From an optimization exercise on the open Yosys and OpenROAD flow, aimed at small area, a short achievable clock period and few clock cycles per item; shortcuts taken in it are not production practice.
RTL that was checked went through simulation tests only; none was proved equivalent to the original.

==> job 2467: inputs <==
==> flow/design.v (excerpt) <==
module lfo_tick (
    input  wire        clk,
    input  wire        rst,
    input  wire        cmd_valid,
    output wire        cmd_ready,
    input  wire [1:0]  cmd_op,
    input  wire [31:0] cmd_arg,
    input  wire [31:0] cmd_x0,
    input  wire [31:0] cmd_x1,
    output reg         res_valid,
    output reg  [31:0] res_y0,
    output reg  [31:0] res_y1,
    output reg  [31:0] res_mult,
    output reg  [31:0] res_sins,
    output reg  [31:0] res_phase
);
==> flow/config.mk <==
export PLATFORM = sky130hd
export DESIGN_NAME = lfo_tick
export DESIGN_NICKNAME = lfo_tick
export VERILOG_FILES = /design/flow/design.v
export SDC_FILE = /design/flow/constraint.sdc
export NUM_CORES = 8
export LEC_CHECK = 0
export ABC_AREA = 1
export CAP_MARGIN = 20
export CORE_MARGIN = 2
export CORE_UTILIZATION = 30
export SLEW_MARGIN = 20
export SYNTH_MEMORY_MAX_BITS = 65536
==> flow/constraint.sdc <==
create_clock -name core_clock -period 24.0 [get_ports {clk}]
set_input_delay 4.8000 -clock core_clock [delete_from_list [all_inputs] [get_ports {clk}]]
set_output_delay 4.8000 -clock core_clock [all_outputs]
set_load 0.01 [all_outputs]
standard.sh (not shown) runs the stock make flow with config.mk's settings and CLKGATE_MAP_FILE= SYNTH_SCRIPT=/design/flow/synth_recipe.tcl, a recipe that flattens the netlist after the stock synthesis.
==> flow/flow/run.sh <==
#!/bin/bash
set -euo pipefail
MARGIN=$(cat flow/margin.txt)
bash standard.sh SETUP_SLACK_MARGIN=$MARGIN finish > layout.log 2>&1
==> flow/flow/margin.txt <==
17.6
==> inputs of job 5292, as changes to job 2467 <==
--- a/flow/design.v
+++ b/flow/design.v
@@ -138,70 +138,52 @@
 endmodule
 module fmul_r (
     input  wire               s,
     input  wire [47:0]        p,
     input  wire signed [10:0] e0,
     output wire [31:0]        y
 );
-    wire [7:0]  e0l = e0[7:0];
-    wire [7:0]  e0h = e0[7:0] + 8'd1;
-    wire [23:0] mh  = p[47:24];
-    wire        rh  = p[23] & ((|p[22:0]) | mh[0]);
-    wire [30:0] nh  = {e0h, mh[22:0]} + {30'd0, rh};
-    wire [23:0] mlo = p[46:23];
-    wire        rl  = p[22] & ((|p[21:0]) | mlo[0]);
-    wire [30:0] nl  = {e0l, mlo[22:0]} + {30'd0, rl};
-    wire        ovh = (e0 >= 11'sd254);
-    wire        ovl = (e0 >= 11'sd255);
-    wire [4:0]  k   = (e0 < -11'sd25) ? 5'd26 : (5'd0 - e0[4:0]);
-    wire [25:0] wv  = p[47:22];
-    wire [25:0] ws  = wv >> k;
-    wire        sts = ws[0] | (|(wv & ~(26'h3FFFFFF << k))) | (|p[21:0]);
-    wire        rs  = ws[1] & (sts | ws[2]);
-    wire [30:0] ns  = {7'd0, ws[25:2]} + {30'd0, rs};
     wire        sb  = (e0 < 11'sd1);
-    assign y = sb ? {s, ns} :
-               p[47] ? (ovh ? {s, 8'hFF, 23'd0} : {s, nh}) :
-                       (ovl ? {s, 8'hFF, 23'd0} : {s, nl});
+    wire [4:0]  k   = (e0 < -11'sd26) ? 5'd27 : (5'd1 - e0[4:0]);
+    wire [4:0]  sh  = sb ? k : {4'd0, p[47]};
+    wire [26:0] wv  = p[47:21];
+    wire [26:0] ws  = wv >> sh;
+    wire        sts = ws[0] | (|(wv & ~(27'h7FFFFFF << sh))) | (|p[20:0]);
+    wire        rnd = ws[1] & (sts | ws[2]);
+    wire [7:0]  ef  = sb ? {7'd0, ws[25]} : (e0[7:0] + {7'd0, p[47]});
+    wire [30:0] mag = {ef, ws[24:2]} + {30'd0, rnd};
+    wire        ovf = ~sb & ((e0 + {10'd0, p[47]}) >= 11'sd255);
+    assign y = ovf ? {s, 8'hFF, 23'd0} : {s, mag};
 endmodule
 module lfo_pfast (
     input  wire [31:0] a,
     input  wire [25:0] ar,
     input  wire        st,
     output wire [31:0] y,
     output wire [1:0]  k,
     output wire        ge,
     output wire        ovf
 );
     localparam [30:0] TWO_PI_M = 31'h40C90FDB;
     wire        anz = |a[30:23];
-    wire [23:0] ml  = {anz, a[22:0]};
     wire [7:0]  el  = {a[30:24], a[23] | ~anz};
-    wire [23:0] bi  = ar[25:2];
-    wire        g   = ar[1];
-    wire        r   = ar[0];
-    wire [25:0] s0  = {2'b00, ml} + {2'b00, bi};
-    wire [25:0] s1  = {2'b00, ml} + {2'b00, bi} + 26'd1;
-    wire [25:0] s2  = {2'b00, ml} + {2'b00, bi} + 26'd2;
+    wire [24:0] s0  = {1'b0, anz, a[22:0]} + {1'b0, ar[25:2]};
     wire        co  = s0[24];
-    wire        rnd0 = g & (r | st | s0[0]);
-    wire        rnd1 = s0[0] & (g | r | st | s0[1]);
-    wire [7:0]  el1 = el + 8'd1;
-    wire [7:0]  el2 = el + 8'd2;
-    wire [30:0] p00 = {s0[23] ? el : 8'd0, s0[22:0]};
-    wire [30:0] p01 = s1[24] ? {el1, 23'd0} : {s1[23] ? el : 8'd0, s1[22:0]};
-    wire [30:0] p10 = {el1, s0[23:1]};
-    wire [30:0] p11 = s2[25] ? {el2, 23'd0} : {el1, s2[23:1]};
-    wire [30:0] mag = co ? (rnd1 ? p11 : p10) : (rnd0 ? p01 : p00);
+    wire [23:0] mt  = co ? s0[24:1] : s0[23:0];
+    wire        g   = co ? s0[0] : ar[1];
+    wire        sk  = co ? (ar[1] | ar[0] | st) : (ar[0] | st);
+    wire [7:0]  ef  = co ? (el + 8'd1) : (mt[23] ? el : 8'd0);
+    wire [30:0] pre = {ef, mt[22:0]};
+    wire        rnd = g & (sk | mt[0]);
+    wire [30:0] mag = pre + {30'd0, rnd};
     assign ovf = (&mag[30:23]) | (co & (el == 8'd254));
     assign y   = ovf ? {a[31], 8'hFF, 23'd0} : {a[31], mag};
-    assign k   = co ? ((rnd1 & s2[25]) ? 2'd2 : 2'd1) : {1'b0, rnd0 & s1[24]};
-    wire ge0 = (p00 >= TWO_PI_M) | ((p00 == TWO_PI_M - 31'd1) & rnd0);
-    wire ge1 = (p10 >= TWO_PI_M) | ((p10 == TWO_PI_M - 31'd1) & rnd1);
-    assign ge  = ~a[31] & (ovf | (co ? ge1 : ge0));
+    wire        rc  = rnd & (&mt);
+    assign k   = {co & rc, co ^ rc};
+    assign ge  = ~a[31] & (ovf | (pre >= TWO_PI_M) | ((pre == TWO_PI_M - 31'd1) & rnd));
 endmodule
 module lfo_walign (
     input  wire [7:0]  e,
     output wire [25:0] ar,
     output wire        st
 );
     wire [7:0] d  = e - 8'd129;
@@ -1239,35 +1221,34 @@
     reg         pswp;      
     reg         pok;       
     wire [31:0] pf_y;
     wire [1:0]  pf_k;
     wire        pf_ge, pf_ovf;
     lfo_pfast u_pf (.a(phase), .ar(par), .st(pst_k), .y(pf_y), .k(pf_k), .ge(pf_ge), .ovf(pf_ovf));
     wire [27:0] pa_s;
-    wire [4:0]  pa_lz;
     wire [7:0]  pa_el;
     wire        pa_sg, pa_sub, pa_nan, pa_inf, pa_infs, pa_zs;
     lfo_pslow u_pa (.p(phase), .q(pinc), .ar(par), .st(pst_k), .pswp(pswp), .wrap(pst == P_WA),
-                    .s(pa_s), .lz(pa_lz), .el(pa_el), .sg(pa_sg), .sub(pa_sub), .nan(pa_nan),
+                    .s(pa_s), .lz(), .el(pa_el), .sg(pa_sg), .sub(pa_sub), .nan(pa_nan),
                     .inf(pa_inf), .infs(pa_infs), .zs(pa_zs));
     reg  [27:0] sv_s;
-    reg  [4:0]  sv_lz;
     reg  [7:0]  sv_el;
     reg         sv_sg, sv_sub, sv_nan, sv_inf, sv_infs, sv_zs;
     always @(posedge clk) begin
         sv_s    <= pa_s;
-        sv_lz   <= pa_lz;
         sv_el   <= pa_el;
         sv_sg   <= pa_sg;
         sv_sub  <= pa_sub;
         sv_nan  <= pa_nan;
         sv_inf  <= pa_inf;
         sv_infs <= pa_infs;
         sv_zs   <= pa_zs;
     end
+    wire [4:0]  sv_lz;
+    flzc27 u_plz (.s(sv_s[26:0]), .lz(sv_lz));
     wire [31:0] ps_y;
     fadd_y u_ps (.s(sv_s), .lz(sv_lz), .el(sv_el), .sg(sv_sg), .sub(sv_sub), .nan(sv_nan),
                  .inf(sv_inf), .infs(sv_infs), .zs(sv_zs), .y(ps_y));
     wire ps_ge = ~ps_y[31] & (ps_y[30:0] >= TWO_PI_M) & ~((&ps_y[30:23]) & (|ps_y[22:0]));
     wire [25:0] al_ar;
     wire        al_st, al_swp, al_ok;
     lfo_palign u_al (.p(phase), .q(pinc), .ar(al_ar), .st(al_st), .pswp(al_swp), .ok(al_ok));
==> flow/flow/margin.txt (replaced) <==
18
==> run summary <==
- Between job 5292 and job 2467, the lower fmax is in job 5292 (gap about 6%, measured against job 2467).
- Of job 5292 and job 2467, job 2467 has the higher sequential share of layout area (gap 0.52 points).
- Register-to-register slack: job 2467 is better than job 5292 (0.43 ns).
- Against job 5292, the final cell count of job 2467 is higher by about 3.5%.
- Clock-buffer cell count: job 2467 is higher than job 5292 (6).
- Between job 5292 and job 2467, the lower die area is in job 5292 (gap about 5%, measured against job 2467).
- Of job 2467 and job 5292, job 2467 has the higher hold slack (gap 0.016 ns).
Testbench counts of job 5292, summed over its fixed seeds: cycles 4,324, items 4,096.
Function not checked in job 2467: the RTL went through the layout flow alone.

==> what the ideal ports hide <==
The results above use ideal ports. As a check the final layouts listed here were re-extracted and re-timed, cells and wires unchanged. Step 1: set_driving_cell puts a clkbuf_16 on clk and a buf_2 on each other input, an assumption about the parent block. Step 2 adds t to the input delays and takes it off the output delays; t is the mean of the earliest and latest rising clock arrival at the registers after step 1. Input paths then give back, and output paths get back, about the clock's delay inside the block. Slacks: ideal ports / drivers / drivers and shift; pairs: ideal ports / drivers.
| run | t (ns) | slack for setup (ns) | worst hold slack (ns) | latest minus earliest clock arrival (ns) | worst data-port slew with drivers (ns) |
|---|---|---|---|---|---|
| job 2467 | 1.024 | 17.354 / 17.354 / 17.354 | 0.289 / 0.289 / 0.289 | 0.145 / 0.145 | 0.09 |
| job 5292 | 1.048 | 16.920 / 16.920 / 16.920 | 0.274 / 0.274 / 0.274 | 0.085 / 0.085 | 0.10 |
After both steps setup and hold are still met in every run listed.
